Source: an optimization exercise on an open RTL-to-GDS flow (aim: small area, a short achievable clock period and few clock cycles per item). Production flows keep margins and buffers that such runs may drop.
RTL that was checked went through simulation tests only; none was proved equivalent to the original.
Power is estimated from default activity; no workload was simulated.

## 07-10
// ssvm
module ssvm (
    input  wire        clk,
    input  wire        rst_n,
    input  wire        start,
    input  wire        stop,
    input  wire [15:0] sample_rate,
    input  wire [63:0] prog_len,       
    input  wire [3:0]  active,
    input  wire        req,
    output wire        ready,
    output reg         sample_valid,
    output reg  [15:0] sample_out,
    output reg         run,
    output wire [3:0]  halted,
    output wire [11:0] fault_code,     
    output wire [63:0] fault_pc,       
    output reg         mem_req,
    output reg  [26:0] mem_addr,       
    input  wire        mem_ack,
    input  wire [15:0] mem_rdata
);
    localparam [2:0] SP_PROG    = 3'd0;
    localparam [2:0] SP_ENV_HDR = 3'd1;
    localparam [2:0] SP_ENV_DAT = 3'd2;
    localparam [2:0] SP_PEN_HDR = 3'd3;
    localparam [2:0] SP_PEN_DAT = 3'd4;
    localparam [7:0] OP_TONE  = 8'h01;
    localparam [7:0] OP_REST  = 8'h02;
    localparam [7:0] OP_VOL   = 8'h03;
    localparam [7:0] OP_ENV   = 8'h04;
    localparam [7:0] OP_PENV  = 8'h05;
    localparam [7:0] OP_NOISE = 8'h06;
    localparam [7:0] OP_SYNC  = 8'h07;
    localparam [7:0] OP_LOOP  = 8'h08;
    localparam [7:0] OP_END   = 8'hFF;
    localparam [2:0] F_ILLEGAL_OPCODE = 3'd1;
    localparam [2:0] F_TRUNCATED      = 3'd2;
    localparam [2:0] F_ILLEGAL_OPER   = 3'd3;
    localparam [2:0] F_UNDEF_ENV      = 3'd4;
    localparam [2:0] F_UNDEF_PENV     = 3'd5;
    function [15:0] sval;
        input [3:0] v;
        input       p;
        case ({p, v})
            5'd16: sval = 16'h1FFF;
            5'd17: sval = 16'h196A;
            5'd18: sval = 16'h1430;
            5'd19: sval = 16'h1009;
            5'd20: sval = 16'h0CBD;
  ...
Settings: LEC_CHECK=0, CAP_MARGIN=20, CORE_MARGIN=2, CORE_UTILIZATION=40, PLACE_DENSITY=0.6, SETUP_SLACK_MARGIN=5, SLEW_MARGIN=20; clock period 10.0 ns.
run.sh (not shown) runs the stock make flow with config.mk's settings and CLKGATE_MAP_FILE= SYNTH_SCRIPT=/design/flow/synth_recipe.tcl, a recipe that flattens the netlist after the stock synthesis.
[inputs] 02-13 vs 07-10
--- a/flow/design.v
+++ b/flow/design.v
@@ -247,41 +247,33 @@
     wire [7:0]  cur_pid = pen_id[ec];
     wire [15:0] cur_wt  = wait_r[ec];
     wire [7:0]  rb      = rd_q[7:0];
     wire [2:0]  in_len  = op_len(mem_rdata[7:0]);
     wire [15:0] rem     = cur_len - cur_pc;
     wire [2:0]  pc_x    = (es == E_OPD) ? ob + 3'd1 : ob;
     wire [15:0] pc_add  = cur_pc + {13'd0, pc_x};
     wire [16:0] pos_inc = {1'b0, (es == E_CH && cur_eid != 8'hFF) ? cur_ep : cur_pp} + 17'd1;
     reg        d_busy;
     reg        d_q1;
     reg [1:0]  d_ch;
-    reg [4:0]  d_cnt;
+    reg [3:0]  d_cnt;
     reg [16:0] d_r;
     reg [31:0] d_q;
     reg [16:0] d_d;
-    reg        d_wide;        
-    wire [17:0] w_s   = {d_r, d_q[31]};
-    wire [18:0] w_t   = {1'b0, w_s} - {2'b00, d_d};
-    wire        w_g   = !w_t[18];
-    wire [16:0] w_r   = w_g ? w_t[16:0] : w_s[16:0];
-    wire [11:0] n_s1  = {d_r[10:0], d_q[31]};
-    wire [12:0] n_t1  = {1'b0, n_s1} - {2'b00, d_d[10:0]};
-    wire        n_g1  = !n_t1[12];
-    wire [10:0] n_r1  = n_g1 ? n_t1[10:0] : n_s1[10:0];
-    wire [11:0] n_s2  = {n_r1, d_q[30]};
-    wire [12:0] n_t2  = {1'b0, n_s2} - {2'b00, d_d[10:0]};
-    wire        n_g2  = !n_t2[12];
-    wire [10:0] n_r2  = n_g2 ? n_t2[10:0] : n_s2[10:0];
-    wire [16:0] d_r2  = d_wide ? w_r : {6'd0, n_r2};
-    wire [31:0] d_qn  = d_wide ? {d_q[30:0], w_g} : {d_q[29:0], n_g1, n_g2};
+    wire [17:0] d_s1  = {d_r, d_q[31]};
+    wire        d_g1  = d_s1 >= {1'b0, d_d};
+    wire [16:0] d_r1  = d_g1 ? (d_s1[16:0] - d_d) : d_s1[16:0];
+    wire [17:0] d_s2  = {d_r1, d_q[30]};
+    wire        d_g2  = d_s2 >= {1'b0, d_d};
+    wire [16:0] d_r2  = d_g2 ? (d_s2[16:0] - d_d) : d_s2[16:0];
+    wire [31:0] d_qn  = {d_q[29:0], d_g1, d_g2};
     wire [15:0] dv_max  = (ec == 2'd3) ? 16'hFFFF : 16'd1023;
     wire [15:0] dv_cl   = (dv > dv_max) ? dv_max : dv;
     wire [16:0] dv_eff  = (dv_cl == 16'd0) ? ((ec == 2'd3) ? 17'h10000 : 17'h00400)
                                            : {1'b0, dv_cl};
     task next_ch;
         begin
             ec <= ec + 2'd1;
             es <= (ec == 2'd3) ? E_FIN : E_CH;
         end
     endtask
     task do_wait;
@@ -358,24 +350,24 @@
             sample_valid <= 1'b0;
             ack_q        <= mem_ack && mem_req;
             cur_len      <= prog_len[ec*16 +: 16];
             rd_q         <= mem_rdata;
             ill_q        <= (in_len == 3'd0);
             trunc_q      <= (in_len > avail);
             if (mem_ack)
                 mem_req <= 1'b0;
             if (d_busy) begin
                 d_r   <= d_r2;
                 d_q   <= d_qn;
-                d_cnt <= d_cnt - 5'd1;
-                if (d_cnt == 5'd0) begin
+                d_cnt <= d_cnt - 4'd1;
+                if (d_cnt == 4'd0) begin
                     d_busy <= 1'b0;
                     if (d_q1)
                         q1 <= d_qn;
                     else
                         e_inc[d_ch] <= d_qn;
                 end
             end
             case (es)
             E_Q1: begin
                 if (!mem_req) begin
                     ec <= 2'd0;
@@ -614,24 +606,23 @@
                 do_on2;
             end
             E_ON2R: if (ack_q) begin
                 dv <= rd_q;
                 es <= E_WDIV;
             end
             E_WDIV: begin
                 if (!d_busy || (d_ch == ec && !d_q1)) begin
                     d_busy <= 1'b1;
                     d_q1   <= 1'b0;
                     d_ch   <= ec;
-                    d_wide <= (dv_eff[16:11] != 6'd0);
-                    d_cnt  <= (dv_eff[16:11] != 6'd0) ? 5'd31 : 5'd15;
+                    d_cnt  <= 4'd15;
                     d_r    <= 17'd0;
                     d_q    <= q1;
                     d_d    <= dv_eff;
                     if (wret == E_WAIT)
                         do_wait;
                     else
                         do_ndone;
                 end
             end
             E_FIN: begin
                 if (!d_busy) begin
@@ -679,24 +670,23 @@
                 es     <= E_CH;
                 rstate <= R_REND;
             end
             if (start) begin
                 run    <= 1'b1;
                 rstate <= R_IDLE;
                 facc   <= 18'd0;
                 tk_rdy <= 1'b0;
                 es     <= E_Q1;
                 d_busy <= 1'b1;
                 d_q1   <= 1'b1;
-                d_wide <= 1'b1;              
-                d_cnt  <= 5'd31;
+                d_cnt  <= 4'd15;
                 d_r    <= 17'd436;           
                 d_q    <= 32'hF500_0000;     
                 d_d    <= {1'b0, sample_rate};
                 for (i = 0; i < 4; i = i + 1) begin
                     l_on[i]    <= 1'b0;
                     phase[i]   <= 24'd0;
                     lfsr[i]    <= 15'h4000;
                     l_st[i]    <= 1'b0;
                     pc_r[i]    <= 16'd0;
                     wait_r[i]  <= 16'd0;
                     lvalid[i]  <= 1'b0;
### Flow results
02-13 has completed all stages; timing, DRC and antenna checks passed.
Against 07-10, sum of internal, switching and leakage power in 02-13 rose by a little under 10%.
Transition at the pin with the smallest max-transition slack ended up 36 ps lower on 02-13 than on 07-10.
02-13 -> 07-10: number of hold violations in the final report delta 0, exact match
07-10 ended up with d_r[2]$_SDFFCE_PP1P_ as its endpoint of the worst setup timing path; 02-13 ended up with sample_out[14]$_DFFE_PP_.
Diff 07-10 -> 02-13: post-synthesis sequential area ratio went up by 0.29 points, worst relative slew slack went up by 1.8 points, layout overhead on the synthesized area went up by 0.43 points, detailed-route DRC error count was more or less identical, combined area of all synthesized cells went down by 0.77%.
Lower power density normalized to cell area among 02-13 and 07-10: 07-10
Testbench counts of 02-13, summed over its fixed seeds: cycles 75,770, samples 72,000.
For 07-10, only the layout was checked, not whether the RTL still works.

## port drivers added, routing unchanged
No port has a modelled driver above. Below, the same layouts with a new extraction and two added sets of constraints.
Step 1 assumes that a clkbuf_16 drives the clock port and a buf_2 every other input.
Step 2, shift: input delay + t, output delay - t, t = (earliest + latest rising clock arrival at the registers) / 2. This alone moves slack from input paths to output paths.
Three values: ideal ports, drivers, drivers and shift; two values: the first two.
run	t, ns	slack for setup (ns)	slew at the worst register clock pin (ns)	worst data-port slew with drivers (ns)	cell pins on the clock port's net
07-10	0.826	4.871 / 4.871 / 4.272	0.07 / 0.07	0.14	1
02-13	0.839	5.007 / 5.011 / 4.226	0.07 / 0.07	0.16	1
After both steps every run listed still meets setup and hold. For 02-13, which loses most, drivers alone change the setup slack by +0.004 ns; drivers and shift together by -0.781 ns.
